This design comes from an exercise in tuning for small area on the open sky130 flow, not from production work.
Function was checked by simulation only, so behaviour that the tests miss may differ from the original.
No activity file was given, so power comes from the tool's default toggle rates.

==> design/flow/design.v <==
module bdsp_analyser (
    input  wire        clk,
    input  wire        rst,
    input  wire        start,
    input  wire [11:0] blob_len,
    input  wire [7:0]  en0,
    input  wire [7:0]  en1,
    input  wire        in_valid,
    input  wire [7:0]  in_data,
    output wire        in_ready,
    output wire        done,
    output wire        malformed,
    output wire [7:0]  on0,
    output wire [7:0]  on1,
    output wire [7:0]  off0,
    output wire [7:0]  off1,
    output wire [7:0]  gs0,
    output wire [7:0]  xt0,
    output wire [7:0]  xt1,
    output wire [7:0]  ctgt_ae0,
    output wire [7:0]  ctgt_ae1,
    output wire [7:0]  ctgt_gen,
    output wire [7:0]  ctgt_base,
    output wire [3:0]  ncoef,
    output wire [1:0]  mode,
    output wire [1:0]  sinsel,
    output wire        genstop,
    output wire [1:0]  mdir,
    output wire [1:0]  bdir0,
    output wire [1:0]  bdir1,
    output wire        reg_valid,
    output wire [7:0]  reg_flags,
    output wire [55:0] reg_val,
    output wire [3:0]  int_app,
    output wire [15:0] int_addr,
    output wire [7:0]  int_nbytes
);
    localparam [2:0] S_IDLE = 3'b000, S_HDR = 3'b001, S_BODY = 3'b010,
                     S_DOK  = 3'b100, S_DMAL = 3'b101;
    localparam [1:0] K_SKIP = 2'd0, K_FW = 2'd1, K_COEF = 2'd2, K_REG = 2'd3;
    reg  [2:0]  st;
    reg  [11:0] rem;       
    reg  [11:0] crem;      
    reg  [6:0]  cnt;       
    reg  [1:0]  kind;
    reg  [3:0]  app;
    reg  [4:0]  sw;        
    reg         nhi_nz;    
    reg  [13:0] q;         
    reg  [13:0] pn;        
    reg  [14:0] seen;      
    reg  [14:0] ctgt;      
    reg  [3:0]  ncnt;
    reg         fb;        
    reg  [1:0]  sins;
    reg  [1:0]  md;        
    reg  [1:0]  bd0, bd1;
    reg         rv;
    reg  [7:0]  rf;
    reg  [55:0] rvl;
    reg  [15:0] iaddr;
    reg  [7:0]  inb;
    wire        idle     = (st == S_IDLE);
    wire        in_hdr   = (st == S_HDR);
    wire        in_body  = (st == S_BODY);
    wire        at_chunk = in_hdr && (cnt[2:0] == 3'd0);
    wire        rem_lt8  = (rem[11:3] == 9'd0);
    wire        take     = in_valid && in_ready;
    wire        ht       = in_hdr && take;
    wire        bt       = in_body && take;
    wire        z        = (in_data == 8'd0);
    wire        one      = (in_data == 8'd1);
    wire        dir_ok   = (in_data[7:2] == 6'd0) && !(in_data[1] && in_data[0]);
    wire [11:0] len      = {crem[11:8], in_data};
    wire [11:0] n        = {inb[3:0] & {4{nhi_nz}}, in_data};
    wire        fw_seen  = (md != 2'd3);
    wire        is_fw    = (kind == K_FW);
    wire        is_coef  = (kind == K_COEF);
    wire        is_greg  = (kind == K_REG) && (app == 4'd0);
    wire        h7       = ht && (cnt[2:0] == 3'd7);
    wire        c_fw     = bt && is_fw;
    wire        c_coef   = bt && is_coef;
    wire        c_int    = c_coef && (ncnt == 4'd0);
    wire        c8       = c_coef && (cnt == 7'd8);
    wire        c8_ne    = c8 && (n != 12'd0);
    wire        sin_hit  = (app == 4'd0) && (sw != 5'd0) && (n[11:2] >= {5'd0, sw});
    reg hmal;
    always @(*) begin
        case (cnt[2:0])
        3'd4, 3'd5: hmal = !z;
        3'd6:       hmal = (in_data[7:4] != 4'd0);
        3'd7: case (kind)
              K_FW:    hmal = fw_seen || (len < 12'd17);
              K_COEF:  hmal = seen[app] || (len < 12'd9);
              K_REG:   hmal = (len < 12'd8) || (app == 4'd0 && rv);
              default: hmal = 1'b0;
              endcase
        default:    hmal = 1'b0;
        endcase
    end
    reg bmal;
    always @(*) begin
        bmal = 1'b0;
        if (is_fw && cnt < 7'd17 && !dir_ok) bmal = 1'b1;
        if (is_coef) begin
            case (cnt)
            7'd0, 7'd1, 7'd5, 7'd6: bmal = !z;
            7'd7:    bmal = (in_data[7:4] != 4'd0);
            7'd8:    bmal = (in_data[1:0] != 2'd0) || (n >= crem);
            default: ;
            endcase
        end
    end
    assign in_ready  = in_body || (in_hdr && !(at_chunk && rem_lt8));
    assign done      = st[2];
    assign malformed = st[0];
    assign on0  = {~(pn[0] | q[0]), ~(pn[7:1] | q[7:1])};
    assign off0 = {~pn[0] &  q[0], ~pn[7:1] &  q[7:1]};
    assign on1  = {2'b00, ~(pn[13:8] | q[13:8])};
    assign off1 = {2'b00, ~pn[13:8] &  q[13:8]};
    assign genstop = rv & rf[7];
    assign gs0  = {genstop & q[0] & pn[0], 7'd0};
    assign xt0       = {ctgt[0], ctgt[7:1]};
    assign xt1       = {2'b00, ctgt[13:8]};
    assign ctgt_gen  = {7'd0, ctgt[0]};
    assign ctgt_ae0  = {1'b0, ctgt[7:1]};
    assign ctgt_ae1  = {2'b00, ctgt[13:8]};
    assign ctgt_base = {7'd0, ctgt[14]};
    assign ncoef  = ncnt;
    assign mode   = (ncnt == 4'd0) ? 2'd0 : ((ncnt[3:1] != 3'd0) || fb) ? 2'd1 : 2'd2;
    assign sinsel = sins;
    assign mdir   = {md[1], md[0] & ~md[1]};
    assign bdir0  = bd0;
    assign bdir1  = bd1;
    assign reg_valid = rv;
    assign reg_flags = rf;
    assign reg_val   = rvl;
    assign int_app[0] = ctgt[1] | ctgt[3] | ctgt[5] | ctgt[7] | ctgt[9] | ctgt[11] | ctgt[13];
    assign int_app[1] = ctgt[2] | ctgt[3] | ctgt[6] | ctgt[7] | ctgt[10] | ctgt[11] | ctgt[14];
    assign int_app[2] = ctgt[4] | ctgt[5] | ctgt[6] | ctgt[7] | ctgt[12] | ctgt[13] | ctgt[14];
    assign int_app[3] = |ctgt[14:8];
    assign int_addr   = iaddr;
    assign int_nbytes = inb;
    always @(posedge clk) begin
        if (rst) begin
            st <= S_IDLE;
        end else begin
            case (st)
            S_IDLE:
                if (start) st <= S_HDR;
            S_HDR:
                if (at_chunk && rem_lt8)
                    st <= (rem[2:0] == 3'd0) ? S_DOK : S_DMAL;
                else if (ht) begin
                    if (hmal)
                        st <= S_DMAL;
                    else if (cnt[2:0] == 3'd7 && len != 12'd0)
                        st <= S_BODY;
                end
            S_BODY:
                if (rem == 12'd0)
                    st <= S_DMAL;
                else if (bt) begin
                    if (bmal)
                        st <= S_DMAL;
                    else if (crem == 12'd1)
                        st <= S_HDR;
                end
            default:
                st <= S_IDLE;
            endcase
        end
    end
    function [11:0] dec12;
        input [11:0] v;
        input        b;
        integer      k;
        reg          br;
        begin
            br = b;
            for (k = 0; k < 12; k = k + 1) begin
                dec12[k] = v[k] ^ br;
                br       = br & ~v[k];
            end
        end
    endfunction
    wire [11:0] rem_dec  = dec12(rem, take);
    wire [11:0] crem_dec = dec12(crem, bt);
    always @(posedge clk) begin
        rem        <= idle ? blob_len : rem_dec;
        crem[11:8] <= (ht && cnt[2:0] == 3'd6) ? in_data[3:0] : crem_dec[11:8];
        crem[7:0]  <= h7 ? in_data : crem_dec[7:0];
    end
    wire        cnt_inc = take && (cnt != 7'd127);
    wire        cnt_clr = idle || (ht && cnt[2:0] == 3'd7) || (bt && crem == 12'd1);
    reg  [6:0]  cnt_up;
    integer     j;
    reg         cy;
    always @(*) begin
        cy = cnt_inc;
        for (j = 0; j < 7; j = j + 1) begin
            cnt_up[j] = cnt[j] ^ cy;
            cy        = cy & cnt[j];
        end
    end
    always @(posedge clk) begin
        if (cnt_clr)
            cnt <= 7'd0;
        else if (c8)
            cnt <= (c8_ne && sin_hit) ? {~sw, 2'b11} : 7'd127;
        else
            cnt <= cnt_up;
    end
    always @(posedge clk) begin
        if (ht) begin
            case (cnt[2:0])
            3'd0: kind <= z ? K_FW : K_SKIP;
            3'd1: if (!z) kind <= K_SKIP;
            3'd2: if (kind != K_SKIP)
                      kind <= (in_data[7:2] == 6'd0) ? in_data[1:0] : K_SKIP;
            3'd3: begin
                app <= in_data[3:0];
                if (kind == K_FW) begin
                    if (!z) kind <= K_SKIP;
                end else if (in_data[7:4] != 4'd0 || in_data[3:0] == 4'd15) begin
                    kind <= K_SKIP;
                end
            end
            default: ;
            endcase
        end
    end
    wire [15:0] app_dec  = 16'd1 << app;
    wire [15:0] slot_dec = 16'd1 << cnt[3:0];
    wire        dir_hit  = c_fw && (cnt[6:4] == 3'd0) && (q[cnt[3:0]] ? z : one);
    always @(posedge clk) begin
        pn   <= {14{idle}} | (pn & ~({14{dir_hit}} & slot_dec[13:0]));
        seen <= {15{!idle}} & (seen | ({15{h7 && kind == K_COEF}} & app_dec[14:0]));
        ctgt <= {15{!idle}} & (ctgt | ({15{c8_ne}} & app_dec[14:0]));
        rv   <= !idle & (rv | (h7 && kind == K_REG && app == 4'd0));
    end
    always @(posedge clk) begin
        if (idle && start) q <= {en1[5:0], en0[6:0], en0[7]};
    end
    always @(posedge clk) begin
        if (idle) begin
            md  <= 2'd3;
            bd0 <= 2'd2;
            bd1 <= 2'd2;
        end else if (c_fw) begin
            if (cnt == 7'd14) md  <= in_data[1:0];
            if (cnt == 7'd15) bd0 <= in_data[1:0];
            if (cnt == 7'd16) bd1 <= in_data[1:0];
        end
    end
    always @(posedge clk) begin
        if (c_coef && cnt == 7'd2) sw <= z ? 5'd1 : 5'd0;
        if (c_coef && cnt == 7'd3)
            sw <= (sw != 5'd0 && in_data[7:5] == 3'd0 && in_data[4:0] <= 5'd16) ?
                  5'd17 - in_data[4:0] : 5'd0;
        if (c_coef && cnt == 7'd7) nhi_nz <= (in_data[3:0] != 4'd0);
        if (c_coef && cnt == 7'd7 && (ncnt == 4'd0 || in_data[3:0] != 4'd0))
            inb[3:0] <= in_data[3:0];
        if (c_int && cnt[6:1] == 6'd1) iaddr <= {iaddr[7:0], in_data};
        if (c_int && cnt == 7'd8) inb <= in_data;
    end
    always @(posedge clk) begin
        if (c_int && cnt == 7'd4) fb <= !one;
        if (c_int && cnt == 7'd8 && n > 12'd160) fb <= 1'b1;
    end
    always @(posedge clk) begin
        ncnt <= idle ? 4'd0 : ncnt + {3'd0, c8_ne};
    end
    always @(posedge clk) begin
        if (idle)
            sins <= 2'd0;
        else if (c_coef && cnt == 7'd126)
            sins <= in_data[0] ? 2'd2 : 2'd1;
    end
    always @(posedge clk) begin
        if (bt && is_greg && cnt[6:3] == 4'd0) {rvl, rf} <= {in_data, rvl, rf[7:0]} >> 8;
    end
endmodule
==> design/flow/flow/run.sh <==
#!/bin/bash
# The standard layout, with three changes:
# - synthesis maps the logic with an area-oriented ABC script (flow/abc_area.script)
#   in a copy of the ORFS scripts; everything else in synthesis is unchanged;
# - the smallest buffer on the ports and on outputs that repeat a net;
# - one tie cell for the constant outputs;
# - a clock tree of fewer, stronger sink buffers and no dummy loads.
# Each tool's full output stays in the ORFS logs under orfs/logs; make's own
# output goes to synth.log and standard.log.
set -euo pipefail
rm -rf scripts_area
cp -r "$FLOW_HOME/scripts" scripts_area
cp flow/abc_area.script scripts_area/abc_area.script
bash standard.sh SCRIPTS_DIR="$PWD/scripts_area" ABC_AREA=1 MIN_BUF_CELL_AND_PORTS="sky130_fd_sc_hd__buf_1 A X" synth > synth.log 2>&1
bash standard.sh \
  SKIP_REPAIR_TIE_FANOUT=1 \
  BUFFER_PORTS_ARGS="-buffer_cell sky130_fd_sc_hd__buf_1" \
  CTS_ARGS="-sink_clustering_enable -repair_clock_nets -sink_clustering_size 14 -sink_clustering_max_diameter 60 -sink_clustering_buffer sky130_fd_sc_hd__clkbuf_8 -buf_list {sky130_fd_sc_hd__clkbuf_4 sky130_fd_sc_hd__clkbuf_8} -dont_use_dummy_load" \
  finish > standard.log 2>&1
==> design/flow/flow/abc_area.script <==
strash
&get -n
&fraig -x
&put
scorr
dc2
strash
&get -n
&synch2
&dch -f
&nf -R 1000
&put
==> design/flow/standard.sh <==
#!/bin/bash
# synth_recipe.tcl (not shown) runs the flow's synth.tcl, then flattens the netlist and writes it again
# the make line also repeats each setting of config.mk as NAME=value (left out here)
make -C /OpenROAD-flow-scripts/flow DESIGN_CONFIG=/design/flow/config.mk WORK_HOME=/design/flow/orfs CLKGATE_MAP_FILE= SYNTH_SCRIPT=/design/flow/synth_recipe.tcl "${@:-finish}"
==> design/flow/config.mk <==
export PLATFORM = sky130hd
export DESIGN_NAME = bdsp_analyser
export DESIGN_NICKNAME = bdsp_analyser
export VERILOG_FILES = /design/flow/design.v
export SDC_FILE = /design/flow/constraint.sdc
export NUM_CORES = 4
export LEC_CHECK = 0
export CAP_MARGIN = 20
export CORE_MARGIN = 2
export CORE_UTILIZATION = 72
export PLACE_DENSITY = 0.8
export SLEW_MARGIN = 20
==> design/flow/constraint.sdc <==
create_clock -name core_clock -period 6.0 [get_ports {clk}]
set_input_delay 1.2000 -clock core_clock [delete_from_list [all_inputs] [get_ports {clk}]]
set_output_delay 1.2000 -clock core_clock [all_outputs]
set_load 0.01 [all_outputs]
==> impl_metrics.py, run 1 <==
metrics = {
    "drt": {
        "firstDrtPassIters": 6,
        "dr.first_iter.drc_count": 764,
        "post_drt_wl_per_cell_um": 18.5,
        "wl_um": 20500,
        "drtAntennaViolNets": 0,
        "drc": 0,
        "vias": 6670,
        "routed_via_density": 6.03,
    },
    "timing": {
        "max_clock_freq_mhz": 228,
        "relSlewSlack_pct": 31.4,
        "rsz0062_at_grt": "no",
        "drv_slew": 0,
        "layout_min_cycle_time_ns": 4.39,
        "finClkSkew_ns": 0.0433,
        "timing.setup.tns_ns": 0,
        "setup_viol": 0,
        "tightest_slew_ns": 1.02,
        "hold_viol_final": 0,
        "fin_crit_sh_pct": 73.2,
        "hold-worst-slack_ns": 0.434,
    },
    "worst_setup_path": {
        "critical-path-max-stage-delay_ns": 0.64,
        "crit_top_cell": "ha_1",
        "critPathBufInv": 0,
        "crit_family": "adder cells",
        "cp_cell_sequence": "nor3_1 -> nand4_1 -> nand2_1 -> nand2_1 -> and2_0 -> ha_1 -> ha_1 -> ha_1 -> ha_1 -> ha_1 -> ha_1 -> ha_1 -> ha_1 -> ha_1 -> ha_1 -> ha_1 -> xnor2_1 -> o21ai_0",
        "cp.required_ns": 6.35,
        "crit_slowest_cell": "nor3_1",
        "cp_max_fo": 18,
        "worstSetupEndpointType": "flop",
        "worstPathArrival_ns": 4.74,
        "path_class": "reg2reg",
        "start_kind": "flop",
    },
    "clock_network": {
        "numCtsBuffers": 18,
        "cts_hold_buf": 0,
        "root_buffer": "clkbuf_8",
        "htreeDepth": 1,
        "clock-sinks": 206,
        "clk_pin_slew_ns": 0.09,
        "clk-insertion-delay-late_ns": 0.50,
        "cts_tree": "done",
        "clockBufferDepth": 3,
        "cts_resized": 0,
        "post_cts_buffers": 0,
    },
    "placed_design": {
        "place.gp.congestion": 0.967,
        "dpl_cell_area_sq_um": 9350,
        "dpl.hpwl_um": 15000,
        "io_buffers": 206,
    },
    "finish": {
        "area_growth_pct": 13.0,
        "layout_commonest_cell": "buf_1",
        "mostFrequentLayoutCells": "206 x buf_1, 114 x edfxtp_1, 101 x nor2_1",
        "fin_area_sq_um": 9600,
        "diodes": 0,
        "nets": 1053,
        "drive_gt1_share_pct": 3.32,
        "final_util_pct": 83.7,
        "fill_cells": 685,
    },
    "pwr": {
        "p_sw_share_pct": 26.6,
        "p_int_w": 0.00194,
        "pwr-share-seq_pct": 61.1,
        "pwr_density_cell_nw_per_um2": 276,
        "leakagePower_nw": 3.44,
        "power_switching_w": 0.000703,
        "pwr-share-comb_pct": 13.1,
        "clock_power_share_pct": 25.8,
        "vdd_drop_max_v": 0.000316,
    },
    "grt": {
        "overflow": 0,
        "track_usage_pct": 31.7,
        "antenna_found_initial": 0,
        "grt_pass1_vias": 6580,
        "grt_pass1_wl_um": 32400,
        "grt_start_max_net_pins": 65,
    },
    "synthesis": {
        "synthMuxAreaShare_pct": 1.55,
        "syn_inst": 776,
        "synth_ff_type": "edfxtp_1",
        "synth_seq_cells": 206,
        "synth_fa_ha_area_share_pct": 7.07,
        "syn_avg_cell_area_sq_um": 11.0,
        "synth.net_count": 864,
        "synth-simple-area-share_pct": 15.8,
        "yosysUniqueCellTypes": 46,
        "synth-edff-count": 114,
        "post_synth_xor_area_fraction_pct": 0.721,
        "yosysWarnings": 1,
        "synth_top_family_by_area": "simple AND/OR/NAND/NOR gates",
        "synth_area_sq_um": 8500,
        "synth_compound_area_share_pct": 9.32,
        "synth_async_sr_flop_share_pct": 0,
        "synth_seq_area_share_pct": 62.0,
    },
    "floorplan": {
        "fp.dieH_um": 113,
        "initial_utilization_pct": 74.1,
        "die_w_um": 113,
        "die-area_sq_um": 12700,
        "rows": 39,
        "ios": 239,
        "core_area_sq_um": 11500,
    },
    "hold_path": {
        "min_path_type": "reg2reg",
    },
    "flow_run": {
        "max-cap-violations": 0,
    },
    "run_status": {
        "status": "finished clean",
    },
}
per-stage QoR:
step,power (W),instances,setup WS [ns]
global route,0.00275,1106,1.38
global placement,0.00195,1088,1.80
finish,0.00265,1106,1.61
floorplan,0.00187,776,1.56
detailed placement,0.00198,1088,1.71
CTS,0.00265,1106,1.69
metal layers:
layer  GRT usage, %  share of wire, %  up-vias
li1               -                 -     3107
met1           39.3                38     3193
met2           56.9                52      316
met3           5.18               7.4       54
met4           10.4               2.6        0
met5              0                 0        -
worst register-to-register path: cells and delay by family, from the launching register on:
kind,cells,cell delay (ns)
flops,1,0.56
xor+xnor,1,0.15
fa+ha+maj,11,2.07
compound gates,1,0.09
simple gates,5,1.38
state kept, by name, indices dropped and copies added, names as in the netlist:
signal	cells
st	3
ctgt	15
rv	1
rem	12
sw	5
kind	2
q	14
app	4
bd1	2
sins	2
rvl	56
pn	14
cnt	7
fb	1
iaddr	16
bd0	2
md	2
inb	8
nhi_nz	1
ncnt	4
seen	15
crem	12
rf	8
final timing paths:
path,from,endpoint,slack (ns),cells past startpoint
worst max-delay path,cnt[0]$_SDFF_PP0_,rem[11]$_DFF_P_,1.61,18
worst min-delay path,rvl[41]$_DFFE_PP_,rvl[33]$_DFFE_PP_,0.43,0
worst max register to register,cnt[0]$_SDFF_PP0_,rem[11]$_DFF_P_,1.61,18
worst min register to register,rvl[41]$_DFFE_PP_,rvl[33]$_DFFE_PP_,0.43,0
cell type report:
type	count	area, sq um	share of cell area [%]
clock buffer	18	248	2.58
inverter	36	135	1.41
multi-input combinational	489	2940	30.6
sequential	206	5270	54.8
tap	143	179	1.86
timing repair buffer	214	833	8.68
kinds of logic after synthesis:
group	count (synthesis)
buffers and inverters	81
adder cells (fa/ha/maj)	48
XOR/XNOR	7
flip-flops	206
other	1
AO/OA/AOI/OAI	136
multiplexers	9
AND/OR/NAND/NOR	288
synth_stat cells, types with 4 or more instances:
master | instances | area [sq um]
nand3_1 | 14 | 70.1
a21oi_1 | 48 | 240
or2_0 | 5 | 31.3
or3_1 | 5 | 31.3
nor2_1 | 101 | 379
and3_1 | 4 | 25.0
nand2b_1 | 12 | 75.1
xor2_1 | 4 | 35.0
and2_0 | 10 | 62.6
nor4_1 | 16 | 100
ha_1 | 48 | 601
buf_1 | 45 | 169
nor2b_1 | 23 | 144
o22ai_1 | 8 | 50.1
nor3_1 | 23 | 115
a211oi_1 | 7 | 52.6
dfxtp_1 | 92 | 1840
o21ai_0 | 47 | 235
a31oi_1 | 5 | 31.3
nand2_1 | 67 | 251
nand4_1 | 4 | 25.0
clkinv_1 | 36 | 135
edfxtp_1 | 114 | 3420
power groups by stage:
stage	registers (W)	logic (W)	clock network [W]
detailed placement	0.00165	0.000337	0
CTS	0.00162	0.000346	0.000688
finish	0.00162	0.000347	0.000683
global placement	0.00164	0.000313	0
floorplan	0.00163	0.000241	0
global route	0.00163	0.000398	0.000729
==> run 2, diff against run 1 <==
--- a/design/flow/config.mk
+++ b/design/flow/config.mk
@@ -9,4 +9,4 @@
 export CORE_MARGIN = 2
-export CORE_UTILIZATION = 72
-export PLACE_DENSITY = 0.8
+export CORE_UTILIZATION = 65
+export PLACE_DENSITY = 0.75
 export SLEW_MARGIN = 20
==> run 2 against run 1 <==
Combinational power down 4%. Wire length about the same. Fmax up 3.3%. Synthesized cell count unchanged. Via count up 0.90%. Cell area up 0.46%. Flip-flop and latch count unchanged. Sequential share of layout area down 0.25 points. Synthesized area unchanged. Power down 0.39%. Highest routed layer unchanged.
==> impl_metrics.py, run 2 <==
metrics = {
    "pwr": {
        "vdd_drop_max_v": 0.000236,
        "leakagePower_nw": 3.45,
        "power_switching_w": 0.000696,
        "finalPower_w": 0.00264,
        "p_int_w": 0.00194,
        "pwr_density_cell_nw_per_um2": 273,
        "pwr-share-seq_pct": 61.4,
        "p_sw_share_pct": 26.4,
        "clock_power_share_pct": 26.0,
        "pwr-share-comb_pct": 12.6,
    },
    "timing": {
        "setup_viol": 0,
        "rsz0062_at_grt": "no",
        "hold_viol_final": 0,
        "tightest_slew_ns": 1.01,
        "finClkSkew_ns": 0.0283,
        "layout_min_cycle_time_ns": 4.25,
        "timing.setup.tns_ns": 0,
        "max_clock_freq_mhz": 235,
        "setup_ws_ns": 1.75,
        "fin_crit_sh_pct": 70.9,
        "drv_slew": 0,
        "relSlewSlack_pct": 32.0,
    },
    "finish": {
        "seq_area_sq_um": 5270,
        "mostFrequentLayoutCells": "206 x buf_1, 114 x edfxtp_1, 101 x nor2_1",
        "area_growth_pct": 13.5,
        "nets": 1054,
        "largest_reg_flops": 56,
        "multi_input_area_sq_um": 2940,
        "layout_commonest_cell": "buf_1",
        "drive_gt1_share_pct": 3.42,
        "diodes": 0,
        "fill_cells": 891,
        "fin_area_sq_um": 9650,
    },
    "synthesis": {
        "synth_async_sr_flop_share_pct": 0,
        "synth-edff-count": 114,
        "synth_ff_type": "edfxtp_1",
        "synth_top_cell_by_area": "edfxtp_1",
        "synth.net_count": 864,
        "yosysMostFrequentCell": "edfxtp_1",
        "synth_seq_cells": 206,
        "yosysTopAreaCellShare_pct": 40.3,
        "synth_seq_area_share_pct": 62.0,
        "yosysUniqueCellTypes": 46,
        "yosys-top-cells-area": "edfxtp_1 40%, dfxtp_1 22%, ha_1 7.1%",
        "syn_avg_cell_area_sq_um": 11.0,
        "synth_area_sq_um": 8500,
        "yosysWarnings": 1,
        "ys_top_cells_by_count": "114 x edfxtp_1, 101 x nor2_1, 92 x dfxtp_1, 67 x nand2_1",
        "syn_inst": 776,
    },
    "run_status": {
        "status": "finished clean",
    },
    "worst_setup_path": {
        "worstSetupEndpointType": "flop",
        "critical-path-max-stage-delay_ns": 0.59,
        "cp_max_fo": 18,
        "crit_top_cell": "ha_1",
        "start_kind": "flop",
        "cp_cell_sequence": "nor3_1 -> nand4_1 -> nand2_1 -> nand2_1 -> and2_0 -> ha_1 -> ha_1 -> ha_1 -> ha_1 -> ha_1 -> ha_1 -> ha_1 -> ha_1 -> ha_1 -> ha_1 -> ha_1 -> xnor2_1 -> o21ai_0",
        "path_class": "reg2reg",
        "worstPathArrival_ns": 4.61,
        "crit_slowest_cell": "nor3_1",
        "cp.required_ns": 6.36,
        "ff2ff_setup_slack_ns": 1.75,
    },
    "drt": {
        "post_drt_wl_per_cell_um": 18.0,
        "dr.first_iter.drc_count": 667,
        "routed_via_density": 5.92,
        "firstDrtPassIters": 7,
        "drc": 0,
        "vias": 6730,
        "drtAntennaViolNets": 0,
        "wl_um": 20500,
    },
    "grt": {
        "grt_pass1_vias": 6281,
        "overflow": 0,
        "track_usage_pct": 28.8,
        "grt_pass1_wl_um": 32300,
        "grt_start_max_net_pins": 65,
        "antenna_found_initial": 0,
    },
    "placed_design": {
        "dpl_cell_area_sq_um": 9400,
        "place.gp.congestion": 0.918,
        "io_buffers": 206,
        "place_ws_ns": 1.63,
        "dpl.hpwl_um": 14800,
    },
    "floorplan": {
        "die-area_sq_um": 14000,
        "core_area_sq_um": 12700,
        "rows": 41,
        "die_w_um": 118,
        "ios": 239,
        "initial_utilization_pct": 67.1,
        "fp.dieH_um": 118,
    },
    "clock_network": {
        "cts_hold_buf": 0,
        "htreeDepth": 1,
        "clock-sinks": 206,
        "cts_resized": 0,
        "numCtsBuffers": 18,
        "post_cts_buffers": 0,
        "clk_pin_slew_ns": 0.09,
        "clockBufferDepth": 3,
        "cts_tree": "done",
        "root_buffer": "clkbuf_8",
        "clk-insertion-delay-late_ns": 0.50,
    },
    "flow_run": {
        "max-cap-violations": 0,
    },
    "hold_path": {
        "min_path_type": "reg2reg",
    },
}
[run 2: power groups by stage]
stage / Combinational [W] / Sequential (W) / Clock, W
6_report: 0.000333 / 0.00162 / 0.000686
5_1_grt: 0.000386 / 0.00163 / 0.000752
4_1_cts: 0.000334 / 0.00162 / 0.000700
3_5_place_dp: 0.000330 / 0.00165 / 0
3_3_place_gp: 0.000310 / 0.00164 / 0
2_1_floorplan: 0.000241 / 0.00163 / 0
[run 2: layout make-up]
type                       count  share of cell area (%)
sequential                   206                    54.6
multi-input combinational    489                    30.5
timing repair buffer         215                    8.72
clock buffer                  18                    2.57
tap                          172                    2.23
inverter                      36                    1.40
[run 2: metal layers]
| layer | vias up | global-route usage (%) | part of all wire, % |
|---|---|---|---|
| met5 | - | 0 | 0 |
| met1 | 3223 | 36.9 | 40 |
| met4 | 0 | 9.56 | 3.1 |
| li1 | 3107 | - | - |
| met2 | 337 | 50.7 | 50 |
| met3 | 63 | 3.86 | 6.5 |
[run 2: worst max-delay path, delay by kind of cell, from the launching register on]
| family | cells | cell delay [ns] |
|---|---|---|
| AOI/OAI and AO/OA | 1 | 0.08 |
| xor gates and xnor gates | 1 | 0.12 |
| adders and majority gates | 11 | 2.01 |
| DFF | 1 | 0.57 |
| and+or+nand+nor | 5 | 1.35 |
[run 2: cells by family after synthesis]
family / share of synthesized area, %
xor gates and xnor gates: 0.721
DFF: 62.0
adders and majority gates: 7.07
buffers and inverters: 3.58
AOI/OAI and AO/OA: 9.32
muxes: 1.55
and+or+nand+nor: 15.8
other: 0.0441
[run 2: worst paths after layout]
check / to / from / cells past startpoint
max: rem[11]$_DFF_P_ / cnt[0]$_SDFF_PP0_ / 18
min: rvl[45]$_DFFE_PP_ / rvl[53]$_DFFE_PP_ / 0
max reg2reg: rem[11]$_DFF_P_ / cnt[0]$_SDFF_PP0_ / 18
min reg2reg: rvl[45]$_DFFE_PP_ / rvl[53]$_DFFE_PP_ / 0
[run 2: per-stage QoR]
stage | hold WS, ns | cells | utilization [%]
6_report | 0.453 | 1136 | 76.1
5_1_grt | 0.452 | 1136 | 76.1
4_1_cts | 0.453 | 1136 | 76.1
3_5_place_dp | 0.434 | 1118 | 74.2
3_3_place_gp | 0.428 | 1118 | 74.2
2_1_floorplan | 0.437 | 776 | -
==> run 3, diff against run 2 <==
--- a/design/flow/flow/run.sh
+++ b/design/flow/flow/run.sh
@@ -17,3 +17,3 @@
   BUFFER_PORTS_ARGS="-buffer_cell sky130_fd_sc_hd__buf_1" \
-  CTS_ARGS="-sink_clustering_enable -repair_clock_nets -sink_clustering_size 14 -sink_clustering_max_diameter 60 -sink_clustering_buffer sky130_fd_sc_hd__clkbuf_8 -buf_list {sky130_fd_sc_hd__clkbuf_4 sky130_fd_sc_hd__clkbuf_8} -dont_use_dummy_load" \
+  CTS_ARGS="-sink_clustering_enable -repair_clock_nets -sink_clustering_size 14 -sink_clustering_max_diameter 60 -sink_clustering_buffer sky130_fd_sc_hd__clkbuf_8 -root_buf sky130_fd_sc_hd__clkbuf_4 -tree_buf sky130_fd_sc_hd__clkbuf_4 -buf_list {sky130_fd_sc_hd__clkbuf_4 sky130_fd_sc_hd__clkbuf_8} -dont_use_dummy_load" \
   finish > standard.log 2>&1
==> run 3 against run 2 <==
First-iteration DRC count is 3.4% lower. Via count hardly changed. Critical path depth stayed put. Sequential share of layout area is 0.11 points higher. Synthesized cell count stayed put. Clock skew hardly changed. Largest power group unchanged. Non-clock buffer count stayed put. Flip-flop and latch count stayed put. Setup slack worse by 0.0083 ns. Die area stayed put. Still clean on timing, DRC and antenna. Clock power is 3.9% lower.
==> impl_metrics.py, run 3 <==
metrics = {
    "run_status": {
        "status": "finished clean",
    },
    "timing": {
        "layout_min_cycle_time_ns": 4.26,
        "fin_crit_sh_pct": 71.0,
        "relSlewSlack_pct": 31.9,
        "drv_slew": 0,
        "setup_ws_ns": 1.74,
        "tightest_slew_ns": 1.01,
        "timing.setup.tns_ns": 0,
        "hold_viol_final": 0,
        "max_clock_freq_mhz": 235,
        "rsz0062_at_grt": "no",
        "finClkSkew_ns": 0.0286,
        "setup_viol": 0,
    },
    "grt": {
        "grt_pass1_vias": 6279,
        "grt_start_max_net_pins": 65,
        "grt_pass1_wl_um": 32300,
        "track_usage_pct": 28.8,
        "overflow": 0,
        "antenna_found_initial": 0,
    },
    "clock_network": {
        "clk-insertion-delay-late_ns": 0.60,
        "htreeDepth": 1,
        "clk_pin_slew_ns": 0.09,
        "cts_tree": "done",
        "clockBufferDepth": 3,
        "cts_hold_buf": 0,
        "root_buffer": "clkbuf_4",
        "post_cts_buffers": 0,
        "numCtsBuffers": 18,
        "clock-sinks": 206,
        "cts_resized": 0,
    },
    "drt": {
        "drtAntennaViolNets": 0,
        "routed_via_density": 5.93,
        "firstDrtPassIters": 5,
        "post_drt_wl_per_cell_um": 18.0,
        "drc": 0,
        "dr.first_iter.drc_count": 644,
        "wl_um": 20400,
        "vias": 6735,
    },
    "finish": {
        "drive_gt1_share_pct": 3.42,
        "final_util_pct": 76.0,
        "mostFrequentLayoutCells": "206 x buf_1, 114 x edfxtp_1, 101 x nor2_1",
        "fin_area_sq_um": 9630,
        "final_cells": 1136,
        "diodes": 0,
        "layout_commonest_cell": "buf_1",
        "largest_reg_flops": 56,
        "area_growth_pct": 13.3,
        "nets": 1054,
    },
    "floorplan": {
        "rows": 41,
        "die_w_um": 118,
        "ios": 239,
        "initial_utilization_pct": 67.1,
        "core_area_sq_um": 12700,
        "fp.dieH_um": 118,
        "die-area_sq_um": 14000,
    },
    "synthesis": {
        "synth_area_sq_um": 8500,
        "synth_async_sr_flop_share_pct": 0,
        "yosysWarnings": 1,
        "synth_seq_cells": 206,
        "yosysTopAreaCellShare_pct": 40.3,
        "synth_seq_area_share_pct": 62.0,
        "synth_ff_type": "edfxtp_1",
        "yosysUniqueCellTypes": 46,
        "yosysMostFrequentCell": "edfxtp_1",
        "synth.net_count": 864,
        "synth-edff-count": 114,
        "synth_top_cell_by_area": "edfxtp_1",
        "ys_top_cells_by_count": "114 x edfxtp_1, 101 x nor2_1, 92 x dfxtp_1, 67 x nand2_1",
        "yosys-top-cells-area": "edfxtp_1 40%, dfxtp_1 22%, ha_1 7.1%",
        "syn_inst": 776,
        "syn_avg_cell_area_sq_um": 11.0,
    },
    "worst_setup_path": {
        "crit_slowest_cell": "nor3_1",
        "cp_max_fo": 18,
        "worstPathArrival_ns": 4.72,
        "path_class": "reg2reg",
        "worstSetupPathDepth": 18,
        "cp.required_ns": 6.46,
        "critical-path-max-stage-delay_ns": 0.60,
        "r2r_cells": 18,
        "cp_cell_sequence": "nor3_1 -> nand4_1 -> nand2_1 -> nand2_1 -> and2_0 -> ha_1 -> ha_1 -> ha_1 -> ha_1 -> ha_1 -> ha_1 -> ha_1 -> ha_1 -> ha_1 -> ha_1 -> ha_1 -> xnor2_1 -> o21ai_0",
        "start_kind": "flop",
        "crit_top_cell": "ha_1",
        "critPathBufInv": 0,
        "crit_family": "adder cells",
        "worstSetupEndpointType": "flop",
    },
    "flow_run": {
        "max-cap-violations": 0,
    },
    "placed_design": {
        "dpl.hpwl_um": 14800,
        "io_buffers": 206,
        "place.gp.congestion": 0.918,
        "dpl_cell_area_sq_um": 9400,
        "place_inst": 1118,
        "place_ws_ns": 1.63,
    },
    "pwr": {
        "pwr_density_cell_nw_per_um2": 271,
        "vdd_drop_max_v": 0.000236,
        "leakagePower_nw": 3.44,
    },
    "hold_path": {
        "min_path_type": "reg2reg",
        "holdPathStages": 0,
    },
}
==> run 3: worst paths after layout <==
check                                        from                 to  slack, ns
worst max-delay path            cnt[0]$_SDFF_PP0_    rem[11]$_DFF_P_       1.74
worst min-delay path            rvl[53]$_DFFE_PP_  rvl[45]$_DFFE_PP_       0.45
worst max register to register  cnt[0]$_SDFF_PP0_    rem[11]$_DFF_P_       1.74
worst min register to register  rvl[53]$_DFFE_PP_  rvl[45]$_DFFE_PP_       0.45
==> run 3: area by class of cell <==
cell class | instances | area, sq um
well taps | 172 | 215
repair buffers | 215 | 841
fillers | 893 | 3040
clock buffers | 18 | 229
flip-flops and latches | 206 | 5270
inverters | 36 | 135
multi-input cells | 489 | 2940
==> run 3: cells by family after synthesis <==
family	share of synthesized area, %
compound gates	9.32
xor+xnor	0.721
other cells	0.0441
simple gates	15.8
flops	62.0
fa+ha+maj	7.07
buf+inv	3.58
mux	1.55
==> run 3: where the power goes <==
group / switching, W / leakage, nW / internal, W
logic: 0.000216 / 1.53 / 0.000116
clock network: 0.000414 / 0.122 / 0.000245
registers: 0.0000628 / 1.79 / 0.00155
==> run 3: per-layer routing <==
layer  routed length (um)  vias to the layer above  track usage [%]
met5                    0                        -                0
met4                  565                        0             9.56
met3                 1450                       53             3.86
met2                10400                      367             50.6
met1                 8040                     3213             37.0
li1                     -                     3102                -
==> run 3: metrics by stage <==
step,total power [W],hold WS [ns]
floorplan,0.00187,0.437
global placement,0.00195,0.428
detailed placement,0.00198,0.434
CTS,0.00262,0.452
global route,0.00274,0.453
finish,0.00261,0.449
==> run 4, diff against run 3 <==
--- a/design/flow/flow/run.sh
+++ b/design/flow/flow/run.sh
@@ -17,3 +17,3 @@
   BUFFER_PORTS_ARGS="-buffer_cell sky130_fd_sc_hd__buf_1" \
-  CTS_ARGS="-sink_clustering_enable -repair_clock_nets -sink_clustering_size 14 -sink_clustering_max_diameter 60 -sink_clustering_buffer sky130_fd_sc_hd__clkbuf_8 -root_buf sky130_fd_sc_hd__clkbuf_4 -tree_buf sky130_fd_sc_hd__clkbuf_4 -buf_list {sky130_fd_sc_hd__clkbuf_4 sky130_fd_sc_hd__clkbuf_8} -dont_use_dummy_load" \
+  CTS_ARGS="-sink_clustering_enable -repair_clock_nets -sink_clustering_size 16 -sink_clustering_max_diameter 55 -sink_clustering_buffer sky130_fd_sc_hd__clkbuf_8 -buf_list {sky130_fd_sc_hd__clkbuf_4 sky130_fd_sc_hd__clkbuf_8} -dont_use_dummy_load" \
   finish > standard.log 2>&1
--- a/design/flow/config.mk
+++ b/design/flow/config.mk
@@ -7,6 +7,6 @@
 export LEC_CHECK = 0
-export CAP_MARGIN = 20
+export CAP_MARGIN = 0
 export CORE_MARGIN = 2
-export CORE_UTILIZATION = 65
-export PLACE_DENSITY = 0.75
-export SLEW_MARGIN = 20
+export CORE_UTILIZATION = 50
+export PLACE_DENSITY = 0.7
+export SLEW_MARGIN = 0
==> run 4 against run 3 <==
Critical path depth unchanged. Register-to-register slack gained 0.18 ns. Utilization shrank 17 points. Sequential share of layout area fell by 0.60 points. Sequential power barely moved. Wire length fell by 6.7%. Worst hold slack worse by 0.029 ns. Synthesized cell count unchanged. Fmax grew 4.4%. Global-route usage down 8.7 points. Critical path type unchanged. Largest cell class unchanged. Largest power group unchanged.
==> impl_metrics.py, run 4 <==
metrics = {
    "run_status": {
        "status": "finished clean",
    },
    "timing": {
        "timing.setup.tns_ns": 0,
        "relSlewSlack_pct": 30.4,
        "hold_viol_final": 0,
        "finClkSkew_ns": 0.0396,
        "tightest_slew_ns": 1.03,
        "hold-worst-slack_ns": 0.419,
        "fin_crit_sh_pct": 68.0,
        "layout_min_cycle_time_ns": 4.08,
        "setup_viol": 0,
        "max_clock_freq_mhz": 245,
        "drv_slew": 0,
        "rsz0062_at_grt": "no",
    },
    "drt": {
        "firstDrtPassIters": 5,
        "drtAntennaViolNets": 0,
        "routed_via_density": 5.35,
        "dr.first_iter.drc_count": 487,
        "wl_um": 19100,
        "vias": 6351,
        "post_drt_wl_per_cell_um": 16.1,
        "drc": 0,
    },
    "grt": {
        "grt_pass1_wl_um": 29200,
        "track_usage_pct": 20.2,
        "antenna_found_initial": 0,
        "grt_start_max_net_pins": 62,
        "overflow": 0,
        "grt_pass1_vias": 5691,
    },
    "clock_network": {
        "numCtsBuffers": 19,
        "root_buffer": "clkbuf_8",
        "post_cts_buffers": 0,
        "cts_tree": "done",
        "htreeDepth": 1,
        "clockBufferDepth": 3,
        "cts_hold_buf": 0,
        "clock-sinks": 206,
        "clk_pin_slew_ns": 0.09,
        "clk-insertion-delay-late_ns": 0.50,
        "cts_resized": 0,
    },
    "synthesis": {
        "syn_inst": 776,
        "syn_avg_cell_area_sq_um": 11.0,
        "synth_seq_area_share_pct": 62.0,
        "synth-simple-area-share_pct": 15.8,
        "post_synth_xor_area_fraction_pct": 0.721,
        "ys_top_cells_by_count": "114 x edfxtp_1, 101 x nor2_1, 92 x dfxtp_1, 67 x nand2_1",
        "synthMuxAreaShare_pct": 1.55,
        "yosysTopAreaCellShare_pct": 40.3,
        "synth_async_sr_flop_share_pct": 0,
        "synth-edff-count": 114,
        "yosysUniqueCellTypes": 46,
        "synth_ff_type": "edfxtp_1",
        "yosys-top-cells-area": "edfxtp_1 40%, dfxtp_1 22%, ha_1 7.1%",
        "yosysWarnings": 1,
        "synth_fa_ha_area_share_pct": 7.07,
        "synth_seq_cells": 206,
        "synth_top_family_by_area": "simple AND/OR/NAND/NOR gates",
        "synth_top_cell_by_area": "edfxtp_1",
        "synth_compound_area_share_pct": 9.32,
        "synth.net_count": 864,
        "yosysMostFrequentCell": "edfxtp_1",
        "synth_area_sq_um": 8500,
    },
    "pwr": {
        "power_switching_w": 0.000692,
        "clock_power_share_pct": 26.5,
        "pwr_density_cell_nw_per_um2": 272,
        "p_sw_share_pct": 26.1,
        "leakagePower_nw": 3.47,
        "p_int_w": 0.00196,
        "pwr-share-comb_pct": 13.2,
        "vdd_drop_max_v": 0.000297,
        "pwr-share-seq_pct": 60.4,
        "finalPower_w": 0.00265,
    },
    "placed_design": {
        "place.gp.congestion": 0.890,
        "io_buffers": 206,
        "dpl.hpwl_um": 14000,
    },
    "worst_setup_path": {
        "crit_slowest_cell": "nor3_1",
        "critical-path-max-stage-delay_ns": 0.53,
        "r2r_cells": 18,
        "path_class": "reg2reg",
        "cp_cell_sequence": "nor3_1 -> nand4_1 -> nand2_1 -> nand2_1 -> and2_0 -> ha_1 -> ha_1 -> ha_1 -> ha_1 -> ha_1 -> ha_1 -> ha_1 -> ha_1 -> ha_1 -> ha_1 -> ha_1 -> xnor2_1 -> o21ai_0",
        "worstSetupEndpointType": "flop",
        "start_kind": "flop",
        "cp.required_ns": 6.38,
        "cp_max_fo": 14,
        "worstPathArrival_ns": 4.46,
        "crit_top_cell": "ha_1",
    },
    "floorplan": {
        "rows": 47,
        "initial_utilization_pct": 51.2,
        "core_area_sq_um": 16600,
        "ios": 239,
        "fp.dieH_um": 134,
        "die_w_um": 134,
        "die-area_sq_um": 18100,
    },
    "finish": {
        "diodes": 0,
        "nets": 1057,
        "mostFrequentLayoutCells": "206 x buf_1, 114 x edfxtp_1, 101 x nor2_1",
        "final_util_pct": 58.7,
        "area_growth_pct": 14.5,
        "drive_gt1_share_pct": 3.72,
        "fill_cells": 1462,
        "largest_reg_flops": 56,
        "layout_commonest_cell": "buf_1",
    },
    "hold_path": {
        "min_path_type": "reg2reg",
        "holdPathStages": 0,
    },
    "flow_run": {
        "max-cap-violations": 0,
    },
}
-- run 4: logic make-up (layout without fill, tap and decap cells) --
logic type / after synthesis / after routing
mux: 9 / 9
buf+inv: 81 / 272
flops: 206 / 206
fa+ha+maj: 48 / 48
other cells: 1 / 1
compound gates: 136 / 136
simple gates: 288 / 288
xor+xnor: 7 / 7
-- run 4: power by group through the flow --
stage | Sequential [W] | Combinational (W) | Clock [W]
final | 0.00160 | 0.000349 | 0.000701
after global routing | 0.00161 | 0.000401 | 0.000771
after CTS | 0.00160 | 0.000352 | 0.000730
after detailed placement | 0.00163 | 0.000350 | 0
after global placement | 0.00163 | 0.000344 | 0
after floorplan | 0.00163 | 0.000241 | 0
-- run 4: routing by layer --
layer,up-vias,wire length [um],global-route usage [%]
met5,-,0,0
met4,0,395,4.85
met3,29,1330,3.89
met2,221,8990,33.3
met1,2997,8350,27.7
li1,3104,-,-
-- run 4: critical path, delay by kind of cell, from the launching register on --
| family | cells | cell delay, ns |
|---|---|---|
| AND/OR/NAND/NOR | 5 | 1.22 |
| adder cells (fa/ha/maj) | 11 | 2.05 |
| XOR/XNOR | 1 | 0.14 |
| flip-flops | 1 | 0.50 |
| AO/OA/AOI/OAI | 1 | 0.08 |
-- run 4: final timing paths --
| kind | startpoint | to | slack (ns) |
|---|---|---|---|
| worst max-delay path | cnt[1]$_SDFF_PP0_ | rem[11]$_DFF_P_ | 1.92 |
| worst min-delay path | iaddr[6]$_DFFE_PP_ | iaddr[14]$_DFFE_PP_ | 0.42 |
| worst max register to register | cnt[1]$_SDFF_PP0_ | rem[11]$_DFF_P_ | 1.92 |
| worst min register to register | iaddr[6]$_DFFE_PP_ | iaddr[14]$_DFFE_PP_ | 0.42 |
-- run 4: layout make-up --
type / instances / area, sq um / area share (%)
Sequential cell: 206 / 5270 / 54.1
Multi-Input combinational cell: 489 / 2940 / 30.2
Timing Repair Buffer: 217 / 856 / 8.79
Tap cell: 220 / 275 / 2.83
Clock buffer: 19 / 262 / 2.69
Inverter: 36 / 135 / 1.39
-- run 4: stage by stage --
| step | cells | setup WS [ns] | cell area [sq um] |
|---|---|---|---|
| final | 1187 | 1.92 | 9730 |
| after global routing | 1187 | 1.66 | 9730 |
| after CTS | 1187 | 1.91 | 9730 |
| after detailed placement | 1168 | 1.71 | 9470 |
| after global placement | 1168 | 1.73 | 9470 |
| after floorplan | 776 | 1.56 | 8500 |

[re-timing with driven ports]
In the flow no input, the clock included, has a driving cell. The finished layouts below were timed again as built, in two steps.
Step 1 sets driving cells, clkbuf_16 on the clock port and buf_2 on the other inputs (assumed; they add their load-dependent delay and slew).
Step 2 moves the port delays by t, midway between the first and last clock arrival at a register: inputs arrive t later, outputs are due t later. That takes back most of the time a late clock gives input paths.
Three values: no drivers, after step 1, after step 2; two values: the first two.
| run | t (ns) | setup slack, ns | clock arrival spread, ns | worst slew at a driven data input, ns |
|---|---|---|---|---|
| run 1 | 0.518 | 1.605 / 1.605 / 1.585 | 0.044 / 0.044 | 0.04 |
| run 2 | 0.523 | 1.747 / 1.747 / 1.611 | 0.028 / 0.028 | 0.03 |
| run 3 | 0.622 | 1.739 / 1.739 / 1.621 | 0.028 / 0.028 | 0.03 |
| run 4 | 0.529 | 1.918 / 1.918 / 1.556 | 0.044 / 0.044 | 0.04 |
After both steps setup and hold are still met in every run listed. For run 4, which loses most, drivers alone change the setup slack by 0.000 ns; drivers and shift together by -0.362 ns.
